Context: an optimization exercise on an open-source flow, tuned for small area, a short achievable clock period and few clock cycles per item. The choices shown serve that exercise and are no tape-out recipe.

T:
==> module cfc_cipher, before the edit <==
module cfc_cipher (
    input  wire         clk,
    input  wire         rst,       
    input  wire         start,
    input  wire         first,
    input  wire         dec,
    input  wire [127:0] key,
    input  wire [127:0] din,
    output wire         ready,
    output wire         done,
    output wire [127:0] dout
);
    localparam [127:0] DEFAULT_IV = 128'h562e17996d093d28ddb3ba695a2e6f58;
    localparam [1:0] S_IDLE = 2'd0,
                     S_KEXP = 2'd1,
                     S_ENC  = 2'd2,
                     S_DEC  = 2'd3;
    reg [1:0]   fsm;
    reg [3:0]   rnd;        
    reg         done_r;
    reg         mode_dec;   
    reg [127:0] state;      
    reg [127:0] rk;         
    reg [127:0] skey;       
    reg [127:0] blk;        
    reg [127:0] chain;      
    wire idle   = (fsm == S_IDLE);
    wire accept = idle & start;
    assign ready = idle;
    assign done  = done_r;
    assign dout  = state;
    reg [7:0] rcon;
    always @(*) begin
        case (rnd)
            4'd1:    rcon = 8'h01;
            4'd2:    rcon = 8'h02;
            4'd3:    rcon = 8'h04;
            4'd4:    rcon = 8'h08;
            4'd5:    rcon = 8'h10;
            4'd6:    rcon = 8'h20;
            4'd7:    rcon = 8'h40;
            4'd8:    rcon = 8'h80;
            4'd9:    rcon = 8'h1b;
            4'd10:   rcon = 8'h36;
            default: rcon = 8'h00;
        endcase
    end
    wire         kback = (fsm == S_DEC) | idle;
    wire [127:0] ksrc  = idle ? skey : rk;
    wire [31:0]  w0 = ksrc[127:96];
    wire [31:0]  w1 = ksrc[95:64];
    wire [31:0]  w2 = ksrc[63:32];
    wire [31:0]  w3 = ksrc[31:0];
    wire [31:0]  ksb_in = kback ? (w3 ^ w2) : w3;
    wire [31:0]  ksb_out;
    genvar i;
    generate
        for (i = 0; i < 4; i = i + 1) begin : g_ksbox
            aes_sbox u_ks (.a(ksb_in[31-8*i -: 8]), .y(ksb_out[31-8*i -: 8]));
        end
    endgenerate
    wire [31:0]  kt = {ksb_out[23:0], ksb_out[31:24]} ^ {rcon, 24'h0};
    wire [31:0]  f0 = w0 ^ kt;
    wire [31:0]  f1 = w1 ^ f0;
    wire [31:0]  f2 = w2 ^ f1;
    wire [31:0]  f3 = w3 ^ f2;
    wire [127:0] rk_fwd = {f0, f1, f2, f3};
    wire [127:0] rk_bwd = {w0 ^ kt, w1 ^ w0, w2 ^ w1, w3 ^ w2};
    wire         rdec  = mode_dec;
    wire         final_r = rdec ? (rnd == 4'd0) : (rnd == 4'd10);
    wire [127:0] kk    = rdec ? (rk ^ (final_r ? chain : 128'h0)) : rk_fwd;
    wire [127:0] sb_in;
    wire [127:0] t;
    wire [127:0] rnd_out;
    genvar c, r;
    generate
        for (c = 0; c < 4; c = c + 1) begin : g_col
            for (r = 0; r < 4; r = r + 1) begin : g_row
                localparam integer CE = (c + r) % 4;
                localparam integer CD = (c + 4 - r) % 4;
                assign sb_in[127-8*(4*c+r) -: 8] =
                    rdec ? state[127-8*(4*CD+r) -: 8] : state[127-8*(4*CE+r) -: 8];
                aes_sbox_ed u_sb (.a(sb_in[127-8*(4*c+r) -: 8]), .inv(rdec),
                                  .y(t[127-8*(4*c+r) -: 8]));
            end
            wire [31:0] tc = t[127-32*c -: 32];
            wire [31:0] kc = kk[127-32*c -: 32];
            wire [31:0] yc = tc ^ kc;            
            wire [31:0] pc;
            aes_inv_pre u_pre (.col(yc), .y(pc));
            wire [31:0] mc;
            aes_mixcol u_mc (.col(rdec ? pc : tc), .y(mc));
            assign rnd_out[127-32*c -: 32] = final_r ? yc : (rdec ? mc : (mc ^ kc));
        end
    endgenerate
    wire [127:0] start_key = first ? key : skey;
    wire [127:0] start_cv  = first ? DEFAULT_IV : state;
    wire         start_dec = first ? dec : mode_dec;
    always @(posedge clk) begin
        if (rst) begin
            fsm    <= S_IDLE;
            done_r <= 1'b0;
        end else begin
            done_r <= 1'b0;
            case (fsm)
                S_IDLE: begin
                    if (start) begin
                        if (start_dec) begin
                            if (first) begin
                                rk  <= key;
                                rnd <= 4'd1;
                                fsm <= S_KEXP;
                            end else begin
                                state <= din ^ skey;
                                rk    <= rk_bwd;
                                rnd   <= 4'd9;
                                fsm   <= S_DEC;
                            end
                        end else begin
                            state <= din ^ start_cv ^ start_key;
                            rk    <= start_key;
                            rnd   <= 4'd1;
                            fsm   <= S_ENC;
                        end
                    end
                end
                S_KEXP: begin
                    if (rnd == 4'd10) begin
                        skey  <= rk_fwd;
                        state <= blk ^ rk_fwd;
                        rnd   <= 4'd9;
                        fsm   <= S_DEC;
                    end else begin
                        rk  <= rk_fwd;
                        rnd <= rnd + 4'd1;
                    end
                end
                S_ENC: begin
                    state <= rnd_out;
                    rk    <= rk_fwd;
                    rnd   <= rnd + 4'd1;
                    if (rnd == 4'd10) begin
                        done_r <= 1'b1;
                        fsm    <= S_IDLE;
                    end
                end
                default: begin  
                    state <= rnd_out;
                    rk    <= rk_bwd;
                    rnd   <= rnd - 4'd1;
                    if (rnd == 4'd0) begin
                        done_r <= 1'b1;
                        rnd    <= 4'd10;
                        fsm    <= S_IDLE;
                    end
                end
            endcase
        end
    end
    always @(posedge clk) begin
        if (accept & ~rst) begin
            blk <= din;
            if (first) begin
                mode_dec <= dec;
                chain    <= DEFAULT_IV;
                if (!dec) skey <= key;
            end else begin
                chain    <= blk;
            end
        end
    end
endmodule
==> flow/config.mk <==
export PLATFORM = sky130hd
export DESIGN_NAME = cfc_cipher
export DESIGN_NICKNAME = cfc_cipher
export VERILOG_FILES = /design/flow/design.v
export SDC_FILE = /design/flow/constraint.sdc
export NUM_CORES = 8
export LEC_CHECK = 0
export CAP_MARGIN = 20
export CORE_MARGIN = 2
export CORE_UTILIZATION = 40
export PLACE_DENSITY = 0.6
export SLEW_MARGIN = 20
==> flow/constraint.sdc <==
create_clock -name core_clock -period 10.0 [get_ports {clk}]
set_input_delay 2.0000 -clock core_clock [delete_from_list [all_inputs] [get_ports {clk}]]
set_output_delay 2.0000 -clock core_clock [all_outputs]
set_load 0.01 [all_outputs]
run.sh (not shown) runs the stock make flow with config.mk's settings and CLKGATE_MAP_FILE= SYNTH_SCRIPT=/design/flow/synth_recipe.tcl, a recipe that flattens the netlist after the stock synthesis.
Status: T FAILED at synthesis (1_2_yosys) (tool error)
Inputs modified between T and P:
--- a/flow/design.v
+++ b/flow/design.v
@@ -548,4 +548,5 @@
                             end
                         end else begin
+                            if (first) skey <= key;
                             state <= din ^ start_cv ^ start_key;
                             rk    <= start_key;
@@ -594,5 +595,4 @@
                 mode_dec <= dec;
                 chain    <= DEFAULT_IV;
-                if (!dec) skey <= key;
             end else begin
                 chain    <= blk;
==> notes.md <==
- Of P and T, only P finishes the flow clean.
- T did not make it past synthesis (1_2_yosys), where a tool error ended it.
No functional check of the RTL was part of any run of this note.

==> what the ideal ports hide <==
In the flow no input, the clock included, has a driving cell. The finished layout below was timed again as built, in two steps.
Step 1 sets driving cells, clkbuf_16 on the clock port and buf_2 on the other inputs (assumed; they add their load-dependent delay and slew).
Step 2 times the ports against the registers' clock, not the clock port: input delays grow and output delays shrink by t, the midpoint of the rising clock arrivals with the driver on.
Slacks: ideal ports / drivers / drivers and shift; pairs: ideal ports / drivers.
run: P
t (ns): 0.864
slack for setup (ns): 0.184 / 0.184 / 0.184
cell pins on the clock port's net: 1
After both steps P still meets setup and hold. The setup slack of P moves by 0.000 ns with the drivers and by 0.000 ns with both steps.
